Background: an optimization exercise with open tools, aiming at small area, a short achievable clock period and few clock cycles. Do not read the settings as production practice. In this exercise RTL edits were held to simulation tests only and were not proved equivalent to the original. Power is estimated from default activity; no workload was simulated.

Setup of run A:
## dlls_core
module dlls_core (
    input  wire        clk,
    input  wire        rst,          
    input  wire        cmd_valid,
    output wire        cmd_ready,
    input  wire [31:0] cmd,
    output reg         resp_valid,
    output reg  [31:0] resp
);
Size in the first run: roughly 1,000 flip-flops.
==> flow/config.mk <==
export PLATFORM = sky130hd
export DESIGN_NAME = dlls_core
export DESIGN_NICKNAME = dlls_core
export VERILOG_FILES = /design/flow/design.v
export SDC_FILE = /design/flow/constraint.sdc
export NUM_CORES = 4
export LEC_CHECK = 0
export CAP_MARGIN = 20
export CORE_MARGIN = 2
export CORE_UTILIZATION = 40
export CTS_BUF_LIST = sky130_fd_sc_hd__clkbuf_16
export CTS_CLUSTER_DIAMETER = 80
export CTS_CLUSTER_SIZE = 24
export SLEW_MARGIN = 20
==> flow/constraint.sdc <==
create_clock -name core_clock -period 25.0 [get_ports {clk}]
set_input_delay 5.0000 -clock core_clock [delete_from_list [all_inputs] [get_ports {clk}]]
set_output_delay 5.0000 -clock core_clock [all_outputs]
set_load 0.01 [all_outputs]
standard.sh (not shown) runs the stock make flow with config.mk's settings and CLKGATE_MAP_FILE= SYNTH_SCRIPT=/design/flow/synth_recipe.tcl, a recipe that flattens the netlist after the stock synthesis.
==> flow/flow/run.sh <==
#!/bin/bash
# Layout flow: the standard layout (standard.sh, unchanged synthesis and
# steps), except that buffer_ports puts sky130_fd_sc_hd__buf_4 on every input
# and output port instead of the cell it picks by default (a slow delay
# buffer).  All tool output goes to standard.log in this folder; ORFS keeps
# its per-step logs under orfs/logs.
set -euo pipefail
export BUFFER_PORTS_ARGS="-buffer_cell sky130_fd_sc_hd__buf_4"
bash standard.sh > standard.log 2>&1
Testbench counts of run A, summed over its fixed seeds: cycles 34,779.
> inputs changed (run A -> run B)
--- a/flow/design.v
+++ b/flow/design.v
@@ -251,26 +251,36 @@
                                   : (npre_hot[0] | npre_hot[1] & fge[1] |
                                      npre_hot[2] & fge[2] | npre_hot[3] & fge[3]);
     wire        fits_x    = npre_hot[0] & fge[3] | npre_hot[1] & fge[4] |
                             npre_hot[2] & fge[5] | npre_hot[3] & fge[6];
     wire        tx_fits   = len_x ? fits_x : fits_ne;
     wire        go_base   = x_txb && !tx_stall && !dc_v || x_txe && !dc_v;
     wire        tx_go     = go_base && tx_fits;
     wire [15:0] base_hot  = 16'h0001 << (dc_v ? dc_pos : txq_tail);
+    wire [1:0]  base_lo   = dc_v ? dc_pos[1:0] : txq_tail[1:0];
+    reg  [7:0]  bank_d [0:3];
+    integer     bk;
+    always @* begin
+        for (bk = 0; bk < 4; bk = bk + 1)
+            case ((bk - base_lo) & 2'd3)
+                2'd0:    bank_d[bk] = slot_b0;
+                2'd1:    bank_d[bk] = slot_b1;
+                default: bank_d[bk] = slot_b2;
+            endcase
+    end
     reg  [15:0] en_ne, en_x;
     reg  [7:0]  ent_b [0:15];
     integer     ei;
     always @* begin
         for (ei = 0; ei < 16; ei = ei + 1) begin
             en_ne[ei] = (base_hot[ei] & slot_ne[0]) | (base_hot[(ei - 1) & 15] & slot_ne[1]) |
                         (base_hot[(ei - 2) & 15] & slot_ne[2]);
             en_x[ei]  = base_hot[(ei - 2) & 15];
-            ent_b[ei] = ({8{base_hot[ei]}} & slot_b0) | ({8{base_hot[(ei - 1) & 15]}} & slot_b1) |
-                        ({8{base_hot[(ei - 2) & 15]}} & slot_b2);
+            ent_b[ei] = bank_d[ei & 3];
         end
     end
     wire        we_any = dc_v || go_base && (len_x ? fits_x : fits_ne);
     wire [15:0] ent_we = {16{we_any}} & (en_ne | ({16{slot_x2}} & en_x));
     wire [3:0]  tail_ne   = txq_tail + {1'b0, len_ne};
     wire [3:0]  tail_x    = txq_tail + {1'b0, len_ne} + 4'd1;
     wire [4:0]  cnt_ne    = txq_cnt + {2'b00, len_ne};
     wire [4:0]  cnt_x     = txq_cnt + {2'b00, len_ne} + 5'd1;
@@ -287,17 +297,17 @@
             if (r_evenmk == r_oddmk)
                 first_failed = 4'd3;
             else if ((r_evenmk == r_start) || (r_evenmk == r_stop) || (r_evenmk == r_esc) ||
                      (r_oddmk  == r_start) || (r_oddmk  == r_stop) || (r_oddmk  == r_esc))
                 first_failed = 4'd4;
         end else begin
             if ((r_deg < 4'd1) || (r_deg > 4'd8))
                 first_failed = 4'd5;
-            else if (!r_gen[r_deg] || ((r_gen >> (r_deg + 4'd1)) != 9'd0))
+            else if (((r_gen & (9'h001 << r_deg)) == 9'd0) || ((r_gen & (9'h1FE << r_deg)) != 9'd0))
                 first_failed = 4'd6;
             else if (!r_gen[0])
                 first_failed = 4'd7;
         end
     end
     wire [2:0] new_sh = 3'd0 - r_deg[2:0];            
     wire [7:0] new_g  = r_gen[7:0] << new_sh;         
     wire [8:0] new_g9 = r_gen & ~(9'h1FE << r_deg);
[summary]
Looking at launch point of the worst path, the cmd[21] result is from run B; the resp_valid$_DFF_P_ one comes from run A. Run B has count of clock-buffer cells in the layout below what run A had. Compared with run A, run B shows a lower fraction of final layout cells with drive strength greater than 1. Number of buffers other than clock buffers in the final layout, run A and run B: smaller value in run B. Run B: initial antenna violation count 10 below run A. The higher number of violations reported at the end of detailed-routing iteration 0 came out of run A. Count of cell instances traversed by the critical path: run B > run A. First-pass GRT wire length for run B: 11 mm down relative to run A. Compared to run A, the routing of run B uses less wire. Growth of design area from synthesis to finish was higher in run A than in run B. Relative to run A, highest net fanout along the worst path has increased by 1 in run B.
Testbench counts of run B, summed over its fixed seeds: cycles 34,779.

## rev 12
dlls_core, a different RTL version from the one above (not shown whole).
Size: roughly 69 I/O pins, about 57000 um^2 of cells after synthesis.
Settings: LEC_CHECK=0, CAP_MARGIN=20, CORE_MARGIN=2, CORE_UTILIZATION=40, CTS_BUF_LIST=sky130_fd_sc_hd__clkbuf_16, CTS_CLUSTER_DIAMETER=80, CTS_CLUSTER_SIZE=24, SLEW_MARGIN=20; clock period 25.0 ns.
Scripts as last shown in full above: flow/flow/run.sh
Testbench counts of rev 12, summed over its fixed seeds: cycles 34,862.
Changes in rev 13 relative to rev 12:
diff --git a/flow/design.v b/flow/design.v
--- a/flow/design.v
+++ b/flow/design.v
@@ -140,27 +140,26 @@
             s = (w[7:0] == r_start);
             p = (w[7:0] == r_stop);
             e = (w[7:0] == r_esc);
             r = s || p || e || (!scheme_crc && ((w[7:0] == r_evenmk) || (w[7:0] == r_oddmk)));
             pdec = {r, e, p, s, f};
         end
     endfunction
     reg         c_v;
     reg  [NF-1:0] c_f;
     reg  [23:0] c_d;
     reg         c_s, c_p, c_e, c_res;
     reg         rdy_q;
-    reg         nrdy_q;
     assign cmd_ready = rdy_q;
-    wire take = cmd_valid && !nrdy_q;
+    wire take = cmd_valid && rdy_q;
     wire [NF+3:0] dec_in = pdec(cmd);
     wire [7:0]  a   = c_d[23:16];
     wire [15:0] d16 = c_d[15:0];
     wire [7:0]  b   = c_d[7:0];
     wire z23_8 = c_f[F_ZH] && c_f[F_ZM];
     wire z_all = z23_8 && c_f[F_ZL];
     wire [16:0] lg;
     assign lg[F_NOP]    = c_f[F_NOP]    && z_all;
     assign lg[F_WR]     = c_f[F_WR];
     assign lg[F_RD]     = c_f[F_RD]     && c_f[F_ZM] && c_f[F_ZL];
     assign lg[F_COMMIT] = c_f[F_COMMIT] && z_all;
     assign lg[F_SRESET] = c_f[F_SRESET] && z_all;
@@ -400,45 +399,42 @@
         | ({32{x_stuff}}                   & w_stuff)
         | ({32{x_ecomp}}                   & {ST_OK, 12'd0, 8'd0, eng_code})
         | ({32{x_ever}}                    & {ST_OK, 12'd0, 15'd0, (b == eng_code)})
         | ({32{x_txb || x_txe}}            & w_tx)
         | ({32{x_pop}}                     & w_pop)
         | ({32{x_feed && rx_full}}         & {ST_EFULL, 28'd0})
         | ({32{x_ext}}                     & w_ext)
         | ({32{x_prd}}                     & w_prd);
     wire u_one     = (rx_cnt == sc_n + 6'd1);
     wire ext_ok_nx = caught && (!x_feed_ok || (!p_v && !(sc_ds && no_room))) || (p_v && !x_ext);
     wire p_txb     = x_txb || scheme_crc && (tx_cl || fmax_one && (x_txe || x_commit));
     wire p_txe     = x_txb || x_txe || x_commit;
-    wire rdcrc_in = cmd[20] && ((cmd[19:16] == 4'h7) || (cmd[19:16] == 4'h8));
-    wire rdy_d = rst || (stall ? !(x_ext && !ext_ok_nx || tx_stall)
-                               : !(take && (dec_in[F_COMMIT] || dec_in[F_RD] && rdcrc_in ||
-                                            dec_in[F_TXB] && p_txb ||
-                                            dec_in[F_TXE] && p_txe ||
-                                            dec_in[F_EXT] && !ext_ok_nx)));
     reg        rst_r;             
     reg        tx_cl;             
     reg  [3:0] ff_r;              
     wire       arst = rst_r || x_sreset;
     wire       x_cgo = x_commit && ph;       
     wire [5:0] sc_n_rm  = sc_n - ext_rm;
     wire [5:0] sc_n1_rm = sc_n + 6'd1 - ext_rm;
     integer i, r;
     always @(posedge clk) begin
         rst_r <= rst;
         ff_r  <= first_failed;
         tx_esc   <= (tx_code == r_start) || (tx_code == r_stop) || (tx_code == r_esc);
         tx_a_chg <= rst_r || x_sreset || tx_go || x_cgo;
-        rdy_q  <= rdy_d;
-        nrdy_q <= !rdy_d;
+        rdy_q <= rst || (stall ? !(x_ext && !ext_ok_nx || tx_stall)
+                               : !(take && (dec_in[F_COMMIT] || dec_in[F_RD] && dec_in[F_RDCRC] ||
+                                            dec_in[F_TXB] && p_txb ||
+                                            dec_in[F_TXE] && p_txe ||
+                                            dec_in[F_EXT] && !ext_ok_nx)));
         if (rst) begin
             c_v  <= 1'b0;
         end else if (!stall) begin
             c_v  <= take;
             {c_res, c_e, c_p, c_s, c_f} <= dec_in;
             c_d  <= cmd[23:0];
         end
         resp_valid <= c_v && !stall && !rst;
         resp       <= resp_n;
         no_room <= (sc_go && (sc_sync || sc_rsyb)) ? nr_c : (sc_go && sc_wr) ? nr_a : nr_b;
         if (arst) begin
             ctrl      <= 2'd0;
Findings:
Rev 13 and rev 12 ended up with roughly the same worst hold margin. Between rev 13 and rev 12, it is rev 13 whose die area is lower, by 1.1%. Register area: rev 13 vs rev 12, no meaningful difference. Non-clock buffer count in rev 13 vs rev 12: down 1. Between rev 13 and rev 12, it is rev 13 whose net switching power is lower, by 2.6%. Rev 13 against rev 12: number of placed instances with taps included down 1.6%; diode insertion count for antenna repair decreased by 1 relative to the old numbers; overall track demand over capacity in global routing now smaller. Relative to rev 12, the number of clock buffers in the layout measured on rev 13 has decreased by a few percent. [rev 13 vs rev 12] met3 wire length: lower in rev 13. On rev 13: final critical delay including setup and external delays is 0.10 ns higher than what rev 12 gave. Diff rev 13 and rev 12: area inside the core boundary lower in rev 13. Relative to rev 12, initial antenna violation count decreased by 1 in rev 13.
Testbench counts of rev 13, summed over its fixed seeds: cycles 34,862.

[what the ideal ports hide]
The flow's constraints put no driver on any port. The routed layouts listed below were extracted and timed again, unchanged, in two steps. Step 1 sets driving cells, clkbuf_16 on the clock port and buf_2 on the other inputs (assumed; they add their load-dependent delay and slew). Step 2 also shifts input and output timing later by t, the mid clock arrival at the registers, as if the neighbouring blocks saw the same clock. Three values: ideal ports, drivers, drivers and shift; two values: the first two.
run | t, ns | slack for setup (ns) | hold slack, ns
run A | 0.812 | 18.666 / 18.580 / 18.485 | 0.465 / 0.465 / 0.465
run B | 0.783 | 18.533 / 18.568 / 17.801 | 0.461 / 0.461 / 0.461
rev 12 | 0.776 | 18.817 / 18.742 / 18.433 | 0.438 / 0.438 / 0.438
rev 13 | 0.784 | 18.717 / 18.642 / 18.314 | 0.435 / 0.435 / 0.435
After both steps every run listed still meets setup and hold. For run B, which loses most, drivers alone change the setup slack by +0.035 ns; drivers and shift together by -0.732 ns.
